Context: an optimization exercise on an open-source flow, tuned for small area, a short achievable clock period and few clock cycles. The choices shown serve that exercise and are no tape-out recipe.
No run shown here included a check of the RTL's function; only the layout flow was run.
Power and IR drop assume default switching activity.

==> flow/design.v <==
module boo_encoder (
  input  wire       clk,
  input  wire       rst,         
  input  wire       in_valid,
  output wire       in_ready,
  input  wire [7:0] in_data,
  input  wire       in_eof,
  input  wire       in_err,
  output wire       out_valid,
  input  wire       out_ready,
  output wire [7:0] out_data,
  input  wire       out_err,
  output wire [2:0] seq,
  output wire [1:0] err
);
  localparam [2:0] PH_HDR  = 3'b000,    
                   PH_HLF  = 3'b001,    
                   PH_DAT  = 3'b010,    
                   PH_TRL  = 3'b011,    
                   PH_DONE = 3'b110,
                   PH_ABR  = 3'b100,    
                   PH_ABW  = 3'b101;    
  localparam [7:0] CH_CR = 8'h0D, CH_LF = 8'h0A;
  reg  [2:0] ph;
  reg        p_lf, p_c3, p_z;   
  reg        ov;
  reg  [7:0] od;
  reg        g1, g2;            
  reg  [6:0] acc;               
  reg  [5:0] col;               
  reg  [1:0] fill;              
  reg        hd_v, hd_e, hd_z;
  reg  [7:0] hd_b;
  reg        ir_v, ir_e, ir_z;
  reg  [7:0] ir_b;
  assign out_valid = ov;
  assign out_data  = od;
  assign seq = {ph[2] & ~ph[1], ph[2] & ph[1], ph[1]};
  assign err = {ph[2] & ~ph[1] & ph[0], ph[2] & ~ph[1] & ~ph[0]};
  assign in_ready = ~ir_v;
  wire slot     = ~ov | out_ready;
  wire out_fire = ov & out_ready;
  wire in_fire  = in_valid & in_ready;
  wire rd_fail  = in_fire & in_err;
  wire wr_fail  = out_fire & out_err;
  wire       src_v = hd_v;
  wire [7:0] sb    = hd_b;
  wire       kE    = hd_e;
  wire       kZ    = hd_z;                       
  wire       kN    = ~kE & ~kZ;
  wire hdr = (ph == PH_HDR);
  wire g0  = ~g1 & ~g2;
  wire pnd = p_lf | p_c3 | p_z;
  wire w4  = (col >= 6'd35);           
  wire w2  = (col == 6'd36);           
  wire n0  = (acc == 7'd0);
  wire n1  = (acc == 7'd1);
  wire n78 = (acc == 7'd78);
  wire nb  = ~n0 & ~n1;                          
  wire f0  = (fill == 2'd0);
  wire b0  = ~hdr & g0;
  wire sil = kZ & b0 & (p_c3 | n0 | (nb & ~n78));
  wire s_lit  = ~hdr & ~g0;                                 
  wire s_run  = kZ & b0 & n1 & ~w2;                         
  wire s_cut  = kZ & b0 & n78;                              
  wire s_c0   = kN & b0 & n0 & ~w4;                         
  wire s_zl   = ~kZ & b0 & n1 & ~w4;                        
  wire s_tn   = ~kZ & b0 & nb;                              
  wire s_pad  = kE & b0 & n0 & ~f0 & ~w2;                   
  wire s_trl  = kE & b0 & n0 & f0;                          
  wire s_wrap = b0 & ((kZ & n1 & w2) | (kN & (n0 | n1) & w4) |
                      (kE & ((n1 & w4) | (n0 & ~f0 & w2))));
  wire s_hb   = hdr & ~kE;
  wire s_he   = hdr & kE;
  wire do_pend = pnd & slot;
  wire do_sil  = src_v & sil & (~p_c3 | slot);
  wire do_step = src_v & ~sil & ~pnd & slot;
  wire fin_step = (s_lit & ~kE) | s_run | s_cut | s_c0 | s_trl | s_hb | s_he;
  wire done     = do_sil | (do_step & fin_step);
  wire take     = ~hd_v | done;            
  wire [7:0] in_b = in_eof ? 8'h00 : in_data;
  wire       in_z = ~in_eof & (in_data == 8'h00);
  wire       c_cr = ~pnd & (s_he | s_wrap | s_trl);
  wire [6:0] v = ({7{p_lf}}              & 7'd90) |
                 ({7{c_cr}}              & 7'd93) |
                 ({7{p_c3}}              & {1'b0, acc[5:0]}) |
                 ({7{~pnd & s_lit & g1}} & {1'b0, acc[1:0], sb[7:4]}) |
                 ({7{~pnd & s_lit & g2}} & {1'b0, acc[3:0], sb[7:6]}) |
                 ({7{~pnd & s_c0}}       & {1'b0, sb[7:2]}) |
                 ({7{~pnd & s_tn}}       & acc) |
                 ({7{~pnd & (s_run | s_cut | s_pad)}} & 7'd78);
  wire [7:0] ch = (~pnd & s_hb) ? sb : {1'b0, v[6:4] + 3'd3, v[3:0]};
  wire op_load = do_step & (s_lit | s_c0);
  wire op_inc  = (do_sil & ~p_c3) | (do_step & s_run);
  wire op_set1 = (do_sil & p_c3) | (do_step & s_cut);
  wire op_set0 = (do_pend & p_c3) | (do_step & (s_zl | s_tn));
  wire col_clr  = do_step & s_wrap;
  wire col_inc1 = do_step & (s_run | s_pad);
  wire col_inc2 = do_step & (s_c0 | s_zl);
  reg  [2:0] ph_n;
  always @* begin
    ph_n = ph;
    if (do_step & s_trl) ph_n = PH_TRL;
    if (do_step & s_he)  ph_n = PH_HLF;
    if (out_fire && !pnd) begin
      if (ph == PH_HLF && ph_n == PH_HLF) ph_n = PH_DAT;
      if (ph == PH_TRL) ph_n = PH_DONE;
    end
  end
  always @(posedge clk) begin
    if (rst) begin
      ph <= PH_HDR;
      ov <= 1'b0;
    end else if (wr_fail) begin
      ph <= PH_ABW;
      ov <= 1'b0;
    end else if (rd_fail) begin
      ph <= PH_ABR;
      ov <= 1'b0;
    end else if (ph[2]) begin
      ov <= 1'b0;                       
    end else begin
      ph <= ph_n;
      if (ph_n == PH_DONE) ov <= 1'b0;
      else if (slot) ov <= do_pend | do_step;
    end
  end
  always @(posedge clk) begin
    if (rst) begin
      p_lf   <= 1'b0;
      p_c3   <= 1'b0;
      p_z    <= 1'b0;
      g1     <= 1'b0;
      g2     <= 1'b0;
      acc    <= 7'd0;
      col    <= 6'd0;
      fill   <= 2'd0;
      hd_v   <= 1'b0;
      ir_v   <= 1'b0;
    end else begin
      if (do_pend) begin
        p_lf <= 1'b0;
        p_c3 <= 1'b0;
        p_z  <= 1'b0;
      end
      if (do_step) begin
        if (s_lit & g2) p_c3 <= 1'b1;
        if (s_wrap | s_trl | s_he) p_lf <= 1'b1;
        if (s_pad) p_z <= 1'b1;
        if (s_lit) begin
          g1 <= g0;                     
          g2 <= g1;
        end
        if (s_c0 | s_zl) g1 <= 1'b1;
        if (s_lit & kE) fill <= g1 ? 2'd2 : (f0 ? 2'd1 : fill);
        if (s_pad) fill <= fill - 2'd1;
      end
      if (op_load)      acc <= {1'b0, sb[5:0]};
      else if (op_inc)  acc <= acc + 7'd1;
      else if (op_set1) acc <= 7'd1;
      else if (op_set0) acc <= 7'd0;
      if (col_clr)       col <= 6'd0;
      else if (col_inc1) col <= col + 6'd1;
      else if (col_inc2) col <= col + 6'd2;
      if (take) hd_v <= ir_v | (in_fire & ~in_err);
      ir_v <= (ir_v & ~take) | (in_fire & ~in_err & ~(take & ~ir_v));
    end
  end
  always @(posedge clk) begin
    if (slot) od <= ch;
    if (take) begin
      hd_b <= ir_v ? ir_b : in_b;
      hd_e <= ir_v ? ir_e : in_eof;
      hd_z <= ir_v ? ir_z : in_z;
    end
    if (in_ready) begin
      ir_b <= in_b;
      ir_e <= in_eof;
      ir_z <= in_z;
    end
  end
endmodule
==> flow/flow/run.sh <==
#!/bin/bash
# The standard layout, with plain buffers (not delay cells) on the ports and
# a clock tree of larger sink clusters without dummy balancing loads.
set -euo pipefail
bash standard.sh 'BUFFER_PORTS_ARGS=-buffer_cell sky130_fd_sc_hd__buf_2' \
  'CTS_ARGS=-sink_clustering_enable -repair_clock_nets -dont_use_dummy_load -sink_clustering_size 30 -sink_clustering_max_diameter 200' \
  finish > standard_flow.log 2>&1
==> flow/standard.sh <==
#!/bin/bash
# synth_recipe.tcl (not shown) runs the flow's synth.tcl, then flattens the netlist and writes it again
# the make line also repeats each setting of config.mk as NAME=value (left out here)
make -C /OpenROAD-flow-scripts/flow DESIGN_CONFIG=/design/flow/config.mk WORK_HOME=/design/flow/orfs CLKGATE_MAP_FILE= SYNTH_SCRIPT=/design/flow/synth_recipe.tcl "${@:-finish}"
==> flow/config.mk <==
export PLATFORM = sky130hd
export DESIGN_NAME = boo_encoder
export DESIGN_NICKNAME = boo_encoder
export VERILOG_FILES = /design/flow/design.v
export SDC_FILE = /design/flow/constraint.sdc
export NUM_CORES = 4
export LEC_CHECK = 0
export CAP_MARGIN = 20
export CORE_MARGIN = 2
export CORE_UTILIZATION = 60
export SETUP_SLACK_MARGIN = 2.7
export SLEW_MARGIN = 20
==> flow/constraint.sdc <==
create_clock -name core_clock -period 5.0 [get_ports {clk}]
set_input_delay 1.0000 -clock core_clock [delete_from_list [all_inputs] [get_ports {clk}]]
set_output_delay 1.0000 -clock core_clock [all_outputs]
set_load 0.01 [all_outputs]
==> results of run 1 <==
[synth_stat cells (7+ instances only)]
| cell type | number |
|---|---|
| nand2_1 | 20 |
| nor4_1 | 7 |
| clkbuf_1 | 10 |
| nand3_1 | 15 |
| edfxtp_1 | 18 |
| nor2_1 | 35 |
| dfxtp_1 | 36 |
| nor3_1 | 8 |
| ha_1 | 10 |
| inv_1 | 17 |
| a22o_1 | 7 |
| a21oi_1 | 25 |
| o21ai_0 | 13 |
| a22oi_1 | 11 |
[layer usage]
layer | wire length (um) | part of all wire, % | vias up | GRT usage [%]
li1 | - | - | 1413 | -
met1 | 3670 | 40 | 1455 | 38.9
met2 | 4260 | 46 | 223 | 48.4
met3 | 811 | 8.8 | 63 | 5.83
met4 | 435 | 4.7 | 0 | 14.2
met5 | 0 | 0 | - | 0
[worst reg2reg max path, stage by stage, from the launching register on]
cell       delay (ns)
dfxtp_4          0.37
or4_4            0.60
buf_12           0.17
nor4b_2          0.35
a22oi_2          0.14
buf_4            0.17
a211oi_4         0.28
buf_4            0.17
a2bb2oi_1        0.06
a211oi_1         0.20
[worst paths after layout]
check	start	end	slack, ns	cells after the start
min reg2reg	fill[1]$_SDFFE_PP0P_	fill[1]$_SDFFE_PP0P_	0.46	2
max reg2reg	acc[3]$_SDFFE_PP0P_	acc[3]$_SDFFE_PP0P_	2.40	9
max	acc[3]$_SDFFE_PP0P_	acc[3]$_SDFFE_PP0P_	2.40	9
min	fill[1]$_SDFFE_PP0P_	fill[1]$_SDFFE_PP0P_	0.46	2
[through the flow]
stage | std cells | power [uW] | hold WS (ns) | setup slack, ns | util, %
6_report | 469 | 946 | 0.461 | 2.40 | 80.0
5_1_grt | 469 | 981 | 0.501 | 2.27 | 80.0
4_1_cts | 452 | 918 | 0.462 | 2.39 | 74.0
3_5_place_dp | 427 | 673 | 0.448 | 2.13 | 65.6
3_3_place_gp | 427 | 672 | 0.442 | 2.19 | 65.6
2_1_floorplan | 343 | 621 | 0.427 | 2.49 | -
[state kept, by name, summed over array words and instances (netlist names)]
register,cells
acc,7
col,6
fill,2
g1,1
g2,1
hd_b,8
hd_e,1
hd_v,1
hd_z,1
ir_b,8
ir_e,1
ir_v,1
ir_z,1
od,8
ov,1
p_c3,1
p_lf,1
p_z,1
ph,3
[cell type report]
type,instances,share of cell area (%)
Multi-Input combinational cell,256,50.9
Sequential cell,54,32.0
Clock buffer,5,1.71
Timing Repair Buffer,67,11.4
Tap cell,70,2.17
Inverter,17,1.71
[power by group through the flow]
stage / Sequential [uW] / Combinational (uW) / Clock (uW)
after CTS: 512 / 175 / 231
after global placement: 523 / 149 / 0
after global routing: 516 / 219 / 246
after detailed placement: 523 / 149 / 0
after floorplan: 522 / 98.9 / 0
final: 513 / 205 / 228
[cells by family after synthesis]
family,Yosys count,synth area share (%)
flops,54,40.6
compound gates,104,23.8
xor+xnor,7,1.98
fa+ha+maj,10,4.03
mux,4,1.37
simple gates,131,23.5
buf+inv,33,4.72
[repair_timing]
item                                    in CTS  in global routing
setup buffers                               19                 17
cloned                                       1                  0
pin swaps                                   23                 21
endpoints found under the setup margin      37                 44
endpoints found under the hold margin        0                  0
gates resized for setup                     47                 42
==> results.cfg, run 1 <==
[place]
port_buffers = 29
dp_hpwl_mm = 5.59
place.gp.congestion = 1.02
place_area_um2 = 3310

[power]
clkPwrFrac_pct = 24.1
internal_power_uw = 662
seq_power_share_pct = 54.2
comb_power_share_pct = 21.6
power_density_nw_per_um2 = 235
leakagePower_uw = 0.00155
ir_drop_v = 0.000253
p_switching_uw = 284
switching_share_pct = 30.0

[synth]
synth_top_area_share_pct = 23.2
synth_cell_types = 69
ys_seq_area_share_pct = 40.6
yosys_warnings = 1
avgSynthCellArea_um2 = 9.05
syn-cell-area_um2 = 3100
synthCells = 343
synth_area_leaders = dfxtp_1, edfxtp_1, nor2_1, a21oi_1, ha_1
synth-edff-count = 18
syn-num-nets = 368
async_reset_ff_share_pct = 0
yosysTopAreaCell = dfxtp_1
synth_ff_type = dfxtp_1
ys_ff_latch = 54

[floorplan]
fp.coreArea_um2 = 5040
ios = 30
core.rowCount = 26
initial_core_util_pct = 61.5
die_h_um = 75.9
die-area_um2 = 5760
die_width_um = 75.9

[worst_setup_path]
cp_slowest_cell = or4_4
slowest_delay_ns = 0.60
path_class = reg2reg
cp.required_ns = 5.21
crit_family = simple AND/OR/NAND/NOR gates
worstPathMaxFanout = 5
worstPathCellList = or4_4 -> buf_12 -> nor4b_2 -> a22oi_2 -> buf_4 -> a211oi_4 -> buf_4 -> a2bb2oi_1 -> a211oi_1
setup.worst_path.end_class = register
cp_num_buf_inv = 3
worstPathArrival_ns = 2.80
path_common_cell = buf_4
cp-start-kind = register

[final_layout]
num_antenna_cells = 0
seq_area_um2 = 1290
fin_area_um2 = 4030
final_cell_mix = nor2_1, buf_4, buf_2
areaGrowthSynthToFinish_pct = 30.0
fill_cells = 295
final_nets = 426
drive_gt1_share_pct = 38.6
multi_input_area_um2 = 2050

[routing]
avgRoutedWirePerCell_um = 19.6
ant_nets = 0
drtIter0Drc = 365
first_pass_iters = 7
drt-total-wl_mm = 9.17
drcViolationCount = 0
vias_per_cell = 6.72
vias = 3154

[sta]
setup_viol = 0
hold_viol_final = 0
skew_ns = 0.0243
tightest_slew_ns = 0.837
relSlewSlack_pct = 43.9
fmax_mhz = 385
tns_ns = 0
fin_crit_sh_pct = 52.0
slew_violations = 0
min_period_ns = 2.60
rsz0062_at_grt = true

[clocking]
insertion_delay_ns = 0.32
cts_root_buffer = clkbuf_8
clk_pin_slew_ns = 0.09
cts_tree = done
cts_max_level = 2
clk_path_buf_depth = 2
cts_sinks = 54
numCtsBuffers = 5
hold_buffers = 0

[global_route]
grt_max_degree = 21
antenna_found_initial = 0
grtUsageTotal_pct = 30.0
grt_pass1_wl_mm = 14.0
grt_pass1_vias = 2876
overflow = 0

[hold_path]
min_path_type = reg2reg

[status]
status = finished clean

[job]
max-cap-violations = 0
==> run 2, diff against run 1 <==
--- a/flow/config.mk
+++ b/flow/config.mk
@@ -8,5 +8,5 @@
 export CAP_MARGIN = 20
 export CORE_MARGIN = 2
 export CORE_UTILIZATION = 60
-export SETUP_SLACK_MARGIN = 2.7
+export SETUP_SLACK_MARGIN = 2.8
 export SLEW_MARGIN = 20
==> results.cfg, run 2 <==
[status]
status = finished clean

[worst_setup_path]
rr_startpoint = acc[3]$_SDFFE_PP0P_
setup.worst_path.end_class = register
cp.required_ns = 5.07
worstPathMaxFanout = 6
path_class = reg2reg
cp-start-kind = register
worstPathArrival_ns = 2.72
cp-startpoint = acc[3]$_SDFFE_PP0P_

[clocking]
cts_root_buffer = clkbuf_8
cts_max_level = 2
numCtsBuffers = 5
hold_buffers = 0
clk_path_buf_depth = 2
clk_pin_slew_ns = 0.11
cts_tree = done
insertion_delay_ns = 0.32
cts_sinks = 54

[sta]
slew_violations = 0
hold_viol_final = 0
fin_crit_sh_pct = 53.1
tns_ns = 0
skew_ns = 0.0287
fmax_mhz = 376
tightest_slew_ns = 0.645
setup_viol = 0
relSlewSlack_pct = 56.7
min_period_ns = 2.66
rsz0062_at_grt = true

[global_route]
grt_pass1_wl_mm = 14.5
grt_pass1_vias = 2881
antenna_found_initial = 0
grtUsageTotal_pct = 31.6
grt_max_degree = 21
overflow = 0

[synth]
async_reset_ff_share_pct = 0
avgSynthCellArea_um2 = 9.05
synth_top_area_share_pct = 23.2
yosys_warnings = 1
ys_ff_latch = 54
synth_most_common_cell = dfxtp_1
synthCells = 343
yosysTopAreaCell = dfxtp_1
synth_ff_type = dfxtp_1
ys_top_cells_by_count = dfxtp_1, nor2_1, a21oi_1
syn-cell-area_um2 = 3100
synth_cell_types = 69
synth-edff-count = 18
ys_seq_area_share_pct = 40.6
synth_area_leaders = dfxtp_1, edfxtp_1, nor2_1, a21oi_1, ha_1
syn-num-nets = 368

[place]
dp_hpwl_mm = 5.83
place_area_um2 = 3330
place.gp.congestion = 0.969
port_buffers = 29

[routing]
first_pass_iters = 8
avgRoutedWirePerCell_um = 21.1
vias = 3273
drtIter0Drc = 582
vias_per_cell = 6.80
ant_nets = 0
drt-total-wl_mm = 10.2
drcViolationCount = 0

[hold_path]
min_path_type = reg2reg
hold_start = ir_b[6]$_DFF_P_

[final_layout]
final_cell_mix = nor2_1, buf_4, buf_2
areaGrowthSynthToFinish_pct = 38.3
largestRegisters = hd_b: 8 flops, ir_b: 8 flops, od: 8 flops
fill_cells = 262
final_nets = 438
drive_gt1_share_pct = 43.3
num_antenna_cells = 0
fin_area_um2 = 4290

[power]
leakagePower_uw = 0.00166
power_density_nw_per_um2 = 229
power_uw = 981
ir_drop_v = 0.000224

[floorplan]
die-area_um2 = 5760
initial_core_util_pct = 61.5
fp.coreArea_um2 = 5040
die_width_um = 75.9
core.rowCount = 26
die_h_um = 75.9
ios = 30

[job]
max-cap-violations = 0
run 2: cell counts after synthesis:
No cell type changed its count.
run 2: critical path, stage by stage (launching register included):
cell     delay (ns)
dfxtp_4        0.39
or4_4          0.60
buf_12         0.17
nor4_4         0.26
o21ai_2        0.10
o22ai_2        0.24
a221o_1        0.16
nor3_2         0.05
ha_2           0.21
xnor2_2        0.15
a21oi_2        0.08
run 2: cell families after synthesis:
group	after synthesis	share of synthesized area [%]
AOI/OAI and AO/OA	104	23.8
xor gates and xnor gates	7	1.98
adders and majority gates	10	4.03
buffers and inverters	33	4.72
DFF	54	40.6
muxes	4	1.37
and+or+nand+nor	131	23.5
run 2: path summary, 6_finish.rpt:
| check | to | slack, ns | depth (start not counted) |
|---|---|---|---|
| setup / recovery | od[6]$_DFFE_PN_ | 2.34 | 10 |
| hold / removal | ir_b[6]$_DFF_P_ | 0.47 | 2 |
| hold reg to reg | ir_b[6]$_DFF_P_ | 0.47 | 2 |
| setup reg to reg | od[6]$_DFFE_PN_ | 2.34 | 10 |
run 2: power breakdown:
| part | internal [uW] | switching (uW) |
|---|---|---|
| registers | 487 | 25.5 |
| clock network | 91.0 | 139 |
| logic | 102 | 137 |
| total | 680 | 301 |
run 2: timing repair:
| action | in CTS | in global routing |
|---|---|---|
| gates cloned | 1 | 0 |
| endpoints found under the setup margin | 44 | 43 |
| pin swaps | 35 | 21 |
| buffers inserted | 35 | 14 |
| gates resized for setup | 79 | 29 |
run 2: area by class of cell:
type / count / area [um^2] / share of cell area, %
Timing Repair Buffer: 79 / 611 / 14.2
Inverter: 17 / 68.8 / 1.60
Tap cell: 70 / 87.6 / 2.04
Clock buffer: 5 / 68.8 / 1.60
Sequential cell: 54 / 1290 / 30.1
Multi-Input combinational cell: 256 / 2170 / 50.5
run 2: stage by stage:
stage	utilization (%)	worst slack [ns]	hold WS [ns]	cells
floorplan	-	2.49	0.427	343
global placement	66.1	2.16	0.443	426
detailed placement	66.1	2.12	0.453	426
CTS	80.5	2.36	0.468	467
global route	85.1	2.28	0.500	481
finish	85.1	2.34	0.472	481
run 2: metal layers:
metal	GRT usage (%)	vias to the layer above	part of all wire [%]
li1	-	1428	-
met1	44.6	1565	40
met4	10.2	0	3.7
met5	0	-	0
met2	49.8	234	47
met3	5.12	46	9.0
==> run 3, diff against run 2 <==
--- a/flow/config.mk
+++ b/flow/config.mk
@@ -8,5 +8,5 @@
 export CAP_MARGIN = 20
 export CORE_MARGIN = 2
 export CORE_UTILIZATION = 60
-export SETUP_SLACK_MARGIN = 2.8
+export SETUP_SLACK_MARGIN = 2.6
 export SLEW_MARGIN = 20
==> results.cfg, run 3 <==
[worst_setup_path]
cp.required_ns = 5.05
worstPathCellList = inv_1 -> ha_4 -> and3b_2 -> nor2_1 -> o22a_1 -> o22ai_2 -> a221o_1 -> nor3_2 -> ha_2 -> xnor2_1 -> a21oi_1
setup.worst_path.end_class = register
worstPathMaxFanout = 8
slowest_delay_ns = 0.41
cp_slowest_cell = dfxtp_4
path_class = reg2reg
reg2reg_slack_ns = 2.42
worstPathArrival_ns = 2.63
reg2reg_depth = 11
cp-start-kind = register
rr_endpoint = od[6]$_DFFE_PN_
rr_startpoint = acc[1]$_SDFFE_PP0P_

[place]
place_area_um2 = 3270
dp_hpwl_mm = 5.64
place.gp.congestion = 1.04
dpl_worst_slack_ns = 1.80
place_inst = 426
port_buffers = 29

[synth]
ys_ff_latch = 54
synth_ff_type = dfxtp_1
ys_seq_area_share_pct = 40.6
synth-edff-count = 18
syn-num-nets = 368
synthCells = 343
avgSynthCellArea_um2 = 9.05
synth_area_leaders = dfxtp_1, edfxtp_1, nor2_1, a21oi_1, ha_1
ys_top_cells_by_count = dfxtp_1, nor2_1, a21oi_1
synth_most_common_cell = dfxtp_1
yosysTopAreaCell = dfxtp_1
synth_cell_types = 69
yosys_warnings = 1
synth_top_area_share_pct = 23.2
syn-cell-area_um2 = 3100
async_reset_ff_share_pct = 0

[final_layout]
final_common_cell = buf_4
drive_gt1_share_pct = 37.5
areaGrowthSynthToFinish_pct = 30.0
num_antenna_cells = 0
final_nets = 427
fill_cells = 308
final_cell_mix = buf_4, nor2_1, buf_2
final_util_pct = 80.0
layout.cells.non_filler = 470
fin_area_um2 = 4040
largestRegisters = hd_b: 8 flops, ir_b: 8 flops, od: 8 flops

[floorplan]
fp.coreArea_um2 = 5040
initial_core_util_pct = 61.5
die_width_um = 75.9
die-area_um2 = 5760
ios = 30
die_h_um = 75.9
core.rowCount = 26

[global_route]
grtUsageTotal_pct = 28.5
overflow = 0
grt_pass1_vias = 2759
grt_use_met3_pct = 6.19
met2_usage_pct = 44.7
grt_pass1_wl_mm = 13.3
grt_busiest_layer = met2
antenna_found_initial = 0
met1_usage_pct = 37.8
grt_max_degree = 21

[routing]
avgRoutedWirePerCell_um = 19.5
drt-total-wl_mm = 9.18
ant_nets = 0
drtIter0Drc = 494
first_pass_iters = 7
vias = 3162
drcViolationCount = 0
vias_per_cell = 6.73

[sta]
fin_crit_sh_pct = 51.6
slew_violations = 0
tightest_slew_ns = 0.847
relSlewSlack_pct = 43.3
layout_setup_ws_ns = 2.42
skew_ns = 0.0256
fmax_mhz = 387
min_period_ns = 2.58
setup_viol = 0
tns_ns = 0
rsz0062_at_grt = true
hold_viol_final = 0

[power]
power_density_nw_per_um2 = 233
clkPwrFrac_pct = 23.6
seq_power_share_pct = 54.7
p_switching_uw = 275
leakagePower_uw = 0.00156
switching_share_pct = 29.3
comb_power_share_pct = 21.8
ir_drop_v = 0.000165
internal_power_uw = 663

[clocking]
cts_sinks = 54
clk_path_buf_depth = 2
cts_root_buffer = clkbuf_8
numCtsBuffers = 5
hold_buffers = 0
clk_pin_slew_ns = 0.09
cts_max_level = 2
insertion_delay_ns = 0.32
cts_tree = done

[hold_path]
hold_start = fill[1]$_SDFFE_PP0P_
hold_end = fill[1]$_SDFFE_PP0P_
min_path_cells = 2
min_path_type = reg2reg

[status]
status = finished clean

[job]
max-cap-violations = 0
run 3: cell counts after synthesis:
No cell type changed its count.
run 3: per-stage QoR:
step / hold WS, ns / power (uW)
6_report: 0.460 / 938
5_1_grt: 0.470 / 977
4_1_cts: 0.462 / 903
3_5_place_dp: 0.452 / 669
3_3_place_gp: 0.441 / 668
2_1_floorplan: 0.427 / 619
run 3: final cells by class:
type / count / area, um^2 / share of cell area, %
clock buffer: 5 / 68.8 / 1.71
inverter: 17 / 66.3 / 1.64
multi-input combinational: 256 / 2070 / 51.3
sequential: 54 / 1290 / 32.0
tap: 70 / 87.6 / 2.17
timing repair buffer: 68 / 449 / 11.1
run 3: per-layer routing:
layer | vias up | part of all wire (%)
met5 | - | 0
met4 | 0 | 5.2
met3 | 63 | 10
met2 | 235 | 45
met1 | 1456 | 39
li1 | 1408 | -
run 3: repair_timing:
| action | in CTS | in global routing |
|---|---|---|
| resized for setup | 52 | 36 |
| pin swaps | 12 | 20 |
| setup buffers | 20 | 19 |
| endpoints found under the setup margin | 40 | 34 |
| endpoints found under the hold margin | 0 | 0 |
run 3: worst max path at each step:
| stage | startpoint | to | slack (ns) | cells past startpoint |
|---|---|---|---|---|
| 4_1_cts | acc[6]$_SDFFE_PP0P_ | od[6]$_DFFE_PN_ | 2.43 | 9 |
| 2_1_floorplan | acc[5]$_SDFFE_PP0P_ | od[6]$_DFFE_PN_ | 2.49 | 10 |
| 3_5_place_dp | out_ready | hd_b[3]$_DFFE_PP_ | 1.80 | 7 |
| 5_1_grt | ph[1]$_SDFFE_PP0N_ | od[6]$_DFFE_PN_ | 2.33 | 9 |
| 6_report | acc[1]$_SDFFE_PP0P_ | od[6]$_DFFE_PN_ | 2.42 | 11 |
| 3_3_place_gp | out_ready | hd_b[1]$_DFFE_PP_ | 1.85 | 7 |
run 3: critical path, delay by kind of cell (launching register included):
kind	cells	cell delay (ns)
compound gates	4	0.70
simple gates	3	0.54
buf+inv	1	0.12
fa+ha+maj	2	0.43
xor+xnor	1	0.12
flops	1	0.41
run 3: logic make-up after synthesis:
kind of cell / share of synthesized area (%)
DFF: 40.6
adders and majority gates: 4.03
buffers and inverters: 4.72
AOI/OAI and AO/OA: 23.8
muxes: 1.37
xor gates and xnor gates: 1.98
and+or+nand+nor: 23.5
run 3: power by group through the flow:
stage | Combinational, uW | Sequential [uW] | Clock, uW
2_1_floorplan | 96.9 | 522 | 0
3_3_place_gp | 145 | 523 | 0
3_5_place_dp | 146 | 523 | 0
4_1_cts | 171 | 510 | 221
5_1_grt | 218 | 517 | 243
6_report | 204 | 513 | 221

[port drivers added, routing unchanged]
Ports are ideal in the flow. The routed layouts listed here were re-timed in OpenROAD.
Step 1 sets driving cells, clkbuf_16 on the clock port and buf_2 on the other inputs (assumed; they add their load-dependent delay and slew).
Step 2 adds t to the input delays and takes it off the output delays; t is the mean of the earliest and latest rising clock arrival at the registers after step 1. Input paths then give back, and output paths get back, about the clock's delay inside the block.
Three values: ideal, step 1, step 2; two values: the first two.
run | t, ns | setup WS [ns] | hold slack, ns | pins driven straight from the clock port
run 1 | 0.334 | 2.401 / 2.401 / 2.294 | 0.461 / 0.461 / 0.461 | 1
run 2 | 0.331 | 2.343 / 2.343 / 2.343 | 0.472 / 0.472 / 0.472 | 1
run 3 | 0.333 | 2.419 / 2.419 / 2.286 | 0.460 / 0.460 / 0.460 | 1
After both steps setup and hold are still met in every run listed. For run 3, which loses most, drivers alone change the setup slack by 0.000 ns; drivers and shift together by -0.133 ns.
